This design comes from an exercise in tuning for small area, a short achievable clock period and few clock cycles on the open sky130 flow, not from production work. Only simulation tests tie the RTL to the original design; equivalence was not proved. No activity file was given, so power comes from the tool's default toggle rates.

==> 05-02: inputs <==
==> flow/design.v (excerpt) <==
module drumseq_engine (
    input  wire        clk,
    input  wire        rst,           
    input  wire        cmd_valid,
    output wire        cmd_ready,
    input  wire [31:0] cmd,
    output reg         rsp_valid,
    output reg         rsp_fault,
    output reg  [31:0] rsp_data,    
    input  wire [15:0] now,
    input  wire        pbuf_we,
    input  wire [5:0]  pbuf_addr,
    input  wire [7:0]  pbuf_wdata,
    output wire [7:0]  pbuf_rdata,
    output reg         sdata,
    output reg         sclk,
    output reg         latch,
    output reg         oe
);
==> module pbuf_pre3, before the edit <==
module pbuf_pre3 (input [2:0] a, input [2:0] alt, input use_alt,
                  output [7:0] y);
    wire [2:0] a_n = ~a;
    wire       nu  = ~use_alt;
    wire [7:0] s_n = ~({8{use_alt}} & (8'd1 << alt));
    genvar i;
    generate
        for (i = 0; i < 8; i = i + 1) begin : g_i
            wire t_n;
            cell_nand4 u_t (.a(nu), .b(i[0] ? a[0] : a_n[0]),
                            .c(i[1] ? a[1] : a_n[1]), .d(i[2] ? a[2] : a_n[2]),
                            .y(t_n));
            cell_nand2 u_y (.a(t_n), .b(s_n[i]), .y(y[i]));
        end
    endgenerate
endmodule
==> module cell_nand4, before the edit <==
module cell_nand4 (input a, input b, input c, input d, output y);
    assign y = ~(a & b & c & d);
endmodule
==> module cell_nand2, before the edit <==
module cell_nand2 (input a, input b, output y);
    assign y = ~(a & b);
endmodule
Settings: LEC_CHECK=0, CAP_MARGIN=20, CORE_MARGIN=2, CORE_UTILIZATION=50, SLEW_MARGIN=20, SYNTH_HIERARCHICAL=1; clock period 24.0 ns.
standard.sh (not shown) runs the stock make flow with config.mk's settings and CLKGATE_MAP_FILE= SYNTH_SCRIPT=/design/flow/synth_recipe.tcl, a recipe that flattens the netlist after the stock synthesis.
==> flow/flow/run.sh <==
#!/bin/bash
# Own layout flow: the standard ORFS flow (standard.sh: the standard
# synthesis, floorplan, placement, CTS, routing, finish) with these changes
# to how the layout is made. The SDC (clock period, I/O delays and loads) is
# the standard flow's, unchanged.
#  - SETUP_SLACK_MARGIN: the timing repairs after CTS and after global
#    routing aim for this much setup slack instead of 0, so that the
#    achieved period (clock period less setup slack) shrinks.
#  - MATCH_CELL_FOOTPRINT=0: those repairs may resize a cell to any cell of
#    the same function, not only one of the same footprint.
#  - BUFFER_PORTS_ARGS: every input and output port still gets a buffer, a
#    plain buf_2 rather than the default delay-cell buffer.
#  - IO_CONSTRAINTS (flow/io.tcl): the pbuf_addr and pbuf_rdata pins are
#    placed together on one stretch of the die edge.
set -euo pipefail
bash standard.sh \
    SETUP_SLACK_MARGIN=12.8 \
    MATCH_CELL_FOOTPRINT=0 \
    IO_CONSTRAINTS=$PWD/flow/io.tcl \
    'BUFFER_PORTS_ARGS=-buffer_cell sky130_fd_sc_hd__buf_2' \
    'CTS_ARGS=-sink_clustering_enable -repair_clock_nets -dont_use_dummy_load -sink_clustering_size 24 -sink_clustering_max_diameter 80' \
    finish > flow_make.log 2>&1
==> flow/flow/io.tcl <==
# Pin placement: the pbuf_addr inputs and pbuf_rdata outputs, whose
# combinational path through the PBUF read port sets the achieved period,
# go together on one stretch of the left die edge.
set_io_pin_constraint -pin_names {pbuf_addr[0] pbuf_addr[1] pbuf_addr[2] pbuf_addr[3] pbuf_addr[4] pbuf_addr[5] pbuf_rdata[0] pbuf_rdata[1] pbuf_rdata[2] pbuf_rdata[3] pbuf_rdata[4] pbuf_rdata[5] pbuf_rdata[6] pbuf_rdata[7]} -region left:130-180
==> 05-09: changes against 05-02 <==
--- a/flow/design.v
+++ b/flow/design.v
@@ -515,35 +515,18 @@
                     m_dv      <= 1'b0;
                 end
             end
         end
     end
 endmodule
 module pbuf_pre3 (input [2:0] a, input [2:0] alt, input use_alt,
                   output [7:0] y);
-    wire [2:0] a_n = ~a;
-    wire       nu  = ~use_alt;
-    wire [7:0] s_n = ~({8{use_alt}} & (8'd1 << alt));
-    genvar i;
-    generate
-        for (i = 0; i < 8; i = i + 1) begin : g_i
-            wire t_n;
-            cell_nand4 u_t (.a(nu), .b(i[0] ? a[0] : a_n[0]),
-                            .c(i[1] ? a[1] : a_n[1]), .d(i[2] ? a[2] : a_n[2]),
-                            .y(t_n));
-            cell_nand2 u_y (.a(t_n), .b(s_n[i]), .y(y[i]));
-        end
-    endgenerate
-endmodule
-module cell_nand4 (input a, input b, input c, input d, output y);
-    assign y = ~(a & b & c & d);
-endmodule
-module cell_nand2 (input a, input b, output y);
-    assign y = ~(a & b);
+    wire [2:0] f = use_alt ? alt : a;
+    assign y = 8'd1 << f;
 endmodule
 module sel_or #(parameter N = 8) (input [N-1:0] sel, input [N-1:0] d,
                                    output y);
     assign y = |(sel & d);
 endmodule
 module pbuf_rd_mux (input [5:0] addr, input [5:0] alt, input use_alt,
                     input [511:0] data, output [7:0] lo, output [7:0] hi,
                     output [7:0] q);
==> flow/flow/run.sh (replaced) <==
#!/bin/bash
# Own layout flow: the standard ORFS flow (standard.sh: the standard
# synthesis, floorplan, placement, CTS, routing, finish) with these changes
# to how the layout is made. The SDC (clock period, I/O delays and loads) is
# the standard flow's, unchanged.
#  - SETUP_SLACK_MARGIN: the timing repairs after CTS and after global
#    routing aim for this much setup slack instead of 0, so that the
#    achieved period (clock period less setup slack) shrinks.
#  - MATCH_CELL_FOOTPRINT=0: those repairs may resize a cell to any cell of
#    the same function, not only one of the same footprint.
#  - BUFFER_PORTS_ARGS: every input and output port still gets a buffer, a
#    plain buf_2 rather than the default delay-cell buffer.
set -euo pipefail
bash standard.sh \
    SETUP_SLACK_MARGIN=12.8 \
    MATCH_CELL_FOOTPRINT=0 \
    'BUFFER_PORTS_ARGS=-buffer_cell sky130_fd_sc_hd__buf_2' \
    'CTS_ARGS=-sink_clustering_enable -repair_clock_nets -dont_use_dummy_load -sink_clustering_size 24 -sink_clustering_max_diameter 80' \
    finish > flow_make.log 2>&1
removed: flow/flow/io.tcl
==> 02-14: changes against 05-02 <==
--- a/flow/design.v
+++ b/flow/design.v
@@ -274,21 +274,25 @@
     wire [10:0] tadj_d = t_big ? (d_neg ? 11'h600 : 11'h1FF) : {imm[9], imm[9:0]};
     wire [16:0] tadj_r = radd({7'd0, bpm}, {5'd0, tadj_d}, 1'b0);
     wire [10:0] bpm_x  = d_tset ? tset_x : tadj_r[10:0];
     wire [16:0] lo_r   = radd({6'd0, bpm_x[9:0]}, {6'd0, ~10'd10}, 1'b1);
     wire [16:0] hi_r2  = radd({6'd0, 10'd400}, {6'd0, ~bpm_x[9:0]}, 1'b1);
     wire        bpm_lo = bpm_x[10] | ~lo_r[10];   
     wire        bpm_hi = ~bpm_x[10] & ~hi_r2[10];  
     wire [8:0]  bpm_new = bpm_lo ? 9'd10 : bpm_hi ? 9'd400 : bpm_x[8:0];
-    wire [10:0] K       = 11'b010_1001_1000;    
-    wire [9:0]  dv_t    = {scr, K[cnt[3:0]]};
-    wire [16:0] dv_r    = radd({6'd0, dv_t}, {6'd0, ~{1'b0, bpm}}, 1'b1);
-    wire [9:0]  dv_s    = dv_r[9:0];
-    wire        dv_q    = dv_r[10];               
+    wire [11:0] K       = 12'b1010_1001_1000;   
+    wire [9:0]  dv_t1   = {scr, K[{cnt[2:0], 1'b1}]};
+    wire [16:0] dv_r1   = radd({6'd0, dv_t1}, {6'd0, ~{1'b0, bpm}}, 1'b1);
+    wire        dv_q1   = dv_r1[10];              
+    wire [8:0]  dv_m1   = dv_q1 ? dv_r1[8:0] : dv_t1[8:0];
+    wire [9:0]  dv_t2   = {dv_m1, K[{cnt[2:0], 1'b0}]};
+    wire [16:0] dv_r2   = radd({6'd0, dv_t2}, {6'd0, ~{1'b0, bpm}}, 1'b1);
+    wire        dv_q2   = dv_r2[10];              
+    wire [8:0]  dv_m2   = dv_q2 ? dv_r2[8:0] : dv_t2[8:0];
     wire [16:0] cnt_inc = radd({11'd0, cnt}, 16'd0, 1'b1);
     wire [16:0] cnt_dec = radd({11'd0, cnt}, 16'h001F, 1'b0);
     wire [16:0] ptr_inc = radd({10'd0, scr[5:0]}, 16'd0, 1'b1);
     function [16:0] bkadd(input [15:0] a, input [15:0] b, input ci);
         integer i, d;
         reg [15:0] p, g, gg, pp;
         begin
             p  = a ^ b;
@@ -412,18 +416,18 @@
                     if (d_rladj)
                         range_end <= re_len;
                     if (d_tick && step_el)
                         last <= last_new;
                     if (d_tsync)
                         last <= now;
                     if (d_tset || d_tadj) begin
                         bpm  <= bpm_new;
-                        scr  <= 9'd7;
-                        cnt  <= 5'd10;
+                        scr  <= 9'd3;
+                        cnt  <= 5'd5;
                         m_dv <= 1'b1;
                     end
                     if (d_copy) begin
                         scr  <= {v, imm[5:0]};
                         cnt  <= 5'd0;
                         ph   <= {1'b0, d_bload};
                         m_cp <= 1'b1;
                     end
@@ -502,48 +506,31 @@
                     if (cnt[2:0] == voice_lm1(scr[8:6])) begin
                         rsp_valid <= 1'b1;
                         m_cp      <= 1'b0;
                         ph        <= 2'd0;
                     end
                 end
             end
             if (m_dv) begin
-                scr      <= dv_q ? dv_s[8:0] : dv_t[8:0];
-                step_dur <= {step_dur[9:0], dv_q};
+                scr      <= dv_m2;
+                step_dur <= {step_dur[8:0], dv_q1, dv_q2};
                 cnt      <= cnt_dec[4:0];
                 if (cnt == 5'd0) begin
                     rsp_valid <= 1'b1;
                     m_dv      <= 1'b0;
                 end
             end
         end
     end
 endmodule
 module pbuf_pre3 (input [2:0] a, input [2:0] alt, input use_alt,
                   output [7:0] y);
-    wire [2:0] a_n = ~a;
-    wire       nu  = ~use_alt;
-    wire [7:0] s_n = ~({8{use_alt}} & (8'd1 << alt));
-    genvar i;
-    generate
-        for (i = 0; i < 8; i = i + 1) begin : g_i
-            wire t_n;
-            cell_nand4 u_t (.a(nu), .b(i[0] ? a[0] : a_n[0]),
-                            .c(i[1] ? a[1] : a_n[1]), .d(i[2] ? a[2] : a_n[2]),
-                            .y(t_n));
-            cell_nand2 u_y (.a(t_n), .b(s_n[i]), .y(y[i]));
-        end
-    endgenerate
-endmodule
-module cell_nand4 (input a, input b, input c, input d, output y);
-    assign y = ~(a & b & c & d);
-endmodule
-module cell_nand2 (input a, input b, output y);
-    assign y = ~(a & b);
+    wire [2:0] f = use_alt ? alt : a;
+    assign y = 8'd1 << f;
 endmodule
 module sel_or #(parameter N = 8) (input [N-1:0] sel, input [N-1:0] d,
                                    output y);
     assign y = |(sel & d);
 endmodule
 module pbuf_rd_mux (input [5:0] addr, input [5:0] alt, input use_alt,
                     input [511:0] data, output [7:0] lo, output [7:0] hi,
                     output [7:0] q);
==> flow/flow/run.sh (replaced) <==
#!/bin/bash
# Own layout flow: the standard ORFS flow (standard.sh: the standard
# synthesis, floorplan, placement, CTS, routing, finish) with these changes
# to how the layout is made. The SDC (clock period, I/O delays and loads) is
# the standard flow's, unchanged.
#  - SETUP_SLACK_MARGIN: the timing repairs after CTS and after global
#    routing aim for this much setup slack instead of 0, so that the
#    achieved period (clock period less setup slack) shrinks.
#  - MATCH_CELL_FOOTPRINT=0: those repairs may resize a cell to any cell of
#    the same function, not only one of the same footprint.
#  - BUFFER_PORTS_ARGS: every input and output port still gets a buffer, a
#    plain buf_2 rather than the default delay-cell buffer.
set -euo pipefail
bash standard.sh \
    SETUP_SLACK_MARGIN=12.8 \
    MATCH_CELL_FOOTPRINT=0 \
    'BUFFER_PORTS_ARGS=-buffer_cell sky130_fd_sc_hd__buf_2' \
    'CTS_ARGS=-sink_clustering_enable -repair_clock_nets -dont_use_dummy_load -sink_clustering_size 24 -sink_clustering_max_diameter 80' \
    finish > flow_make.log 2>&1
removed: flow/flow/io.tcl
==> results.txt <==
Count of inverters other than clock inverters in the layout: 05-09 121; 02-14 131; 05-02 133
Iteration-0 DRC Markers: 05-09 3714; 02-14 4105; 05-02 4679
Share of power burned in registers: 05-09 62.1%; 02-14 61.8%; 05-02 62.2%
Syn-to-layout area delta: 05-09 9.850%; 02-14 10.38%; 05-02 11.03%
Fraction of met1 tracks used by global routing: 05-09 40.28%; 02-14 39.84%; 05-02 41.78%
Min cycle time layout: 05-09 11.59 ns; 02-14 11.61 ns; 05-02 11.71 ns
Placer congestion estimate: 05-09 0.9251; 02-14 0.9108; 05-02 0.9174
Status: 05-09 no timing/DRC/antenna violations; 02-14 no timing/DRC/antenna violations; 05-02 no timing/DRC/antenna violations
Area enclosed by the die boundary: 05-09 95980 um^2; 02-14 96320 um^2; 05-02 95730 um^2
Initial Util: 05-09 50.25%; 02-14 50.36%; 05-02 50.20%
Data arrival time of the critical path: 05-09 6.79 ns; 02-14 6.81 ns; 05-02 6.91 ns
Die boundary height: 05-09 309.8 um; 02-14 310.4 um; 05-02 309.4 um
Clock group share of total power: 05-09 27.6%; 02-14 27.6%; 05-02 27.1%
Capture endpoint of the worst hold path: 05-09 rsp_v[4]; 02-14 bpm[7]; 05-02 rsp_v[2]
Detailed-routing iteration count for the pre-antenna-repair pass: 05-09 8; 02-14 6; 05-02 9
Final #Nets: 05-09 3845; 02-14 3870; 05-02 3907
Routed Wire Length: 05-09 139100 um; 02-14 140300 um; 05-02 146200 um
Sequential Area: 05-09 30350 um^2; 02-14 30350 um^2; 05-02 30350 um^2
Finished layout cell area: 05-09 51360 um^2; 02-14 51800 um^2; 05-02 51780 um^2
GRT Util Overall: 05-09 28.81%; 02-14 28.77%; 05-02 29.99%
Final clock period utilization by the worst path: 05-09 48.29%; 02-14 48.36%; 05-02 48.78%
Met2 layer usage reported by global route: 05-09 45.63%; 02-14 47.07%; 05-02 46.25%
Crit-path slowest cell: 05-09 or4_4; 02-14 a22oi_2; 05-02 a22oi_2
Testbench counts of 05-02, summed over its fixed seeds: cycles 40,792.
Testbench counts of 05-09, summed over its fixed seeds: cycles 40,792.
Testbench counts of 02-14, summed over its fixed seeds: cycles 40,402.

==> separate check: timing with driven ports <==
In the flow no input, the clock included, has a driving cell. The finished layouts below were timed again as built, in two steps.
Step 1: set_driving_cell puts a clkbuf_16 on clk and a buf_2 on each other input, an assumption about the parent block.
Step 2 adds t to the input delays and takes it off the output delays; t is the mean of the earliest and latest rising clock arrival at the registers after step 1. Input paths then give back, and output paths get back, about the clock's delay inside the block.
Three values: ideal, step 1, step 2; two values: the first two.
run	t (ns)	slack for setup (ns)	worst register clock-pin slew, ns	worst data-port slew with drivers (ns)
05-02	0.689	12.294 / 12.233 / 12.233	0.10 / 0.10	0.09
05-09	0.742	12.410 / 12.369 / 12.369	0.10 / 0.10	0.06
02-14	0.717	12.393 / 12.353 / 12.353	0.10 / 0.10	0.07
After both steps setup and hold are still met in every run listed. For 05-02, which loses most, drivers alone change the setup slack by -0.061 ns; drivers and shift together by -0.061 ns.
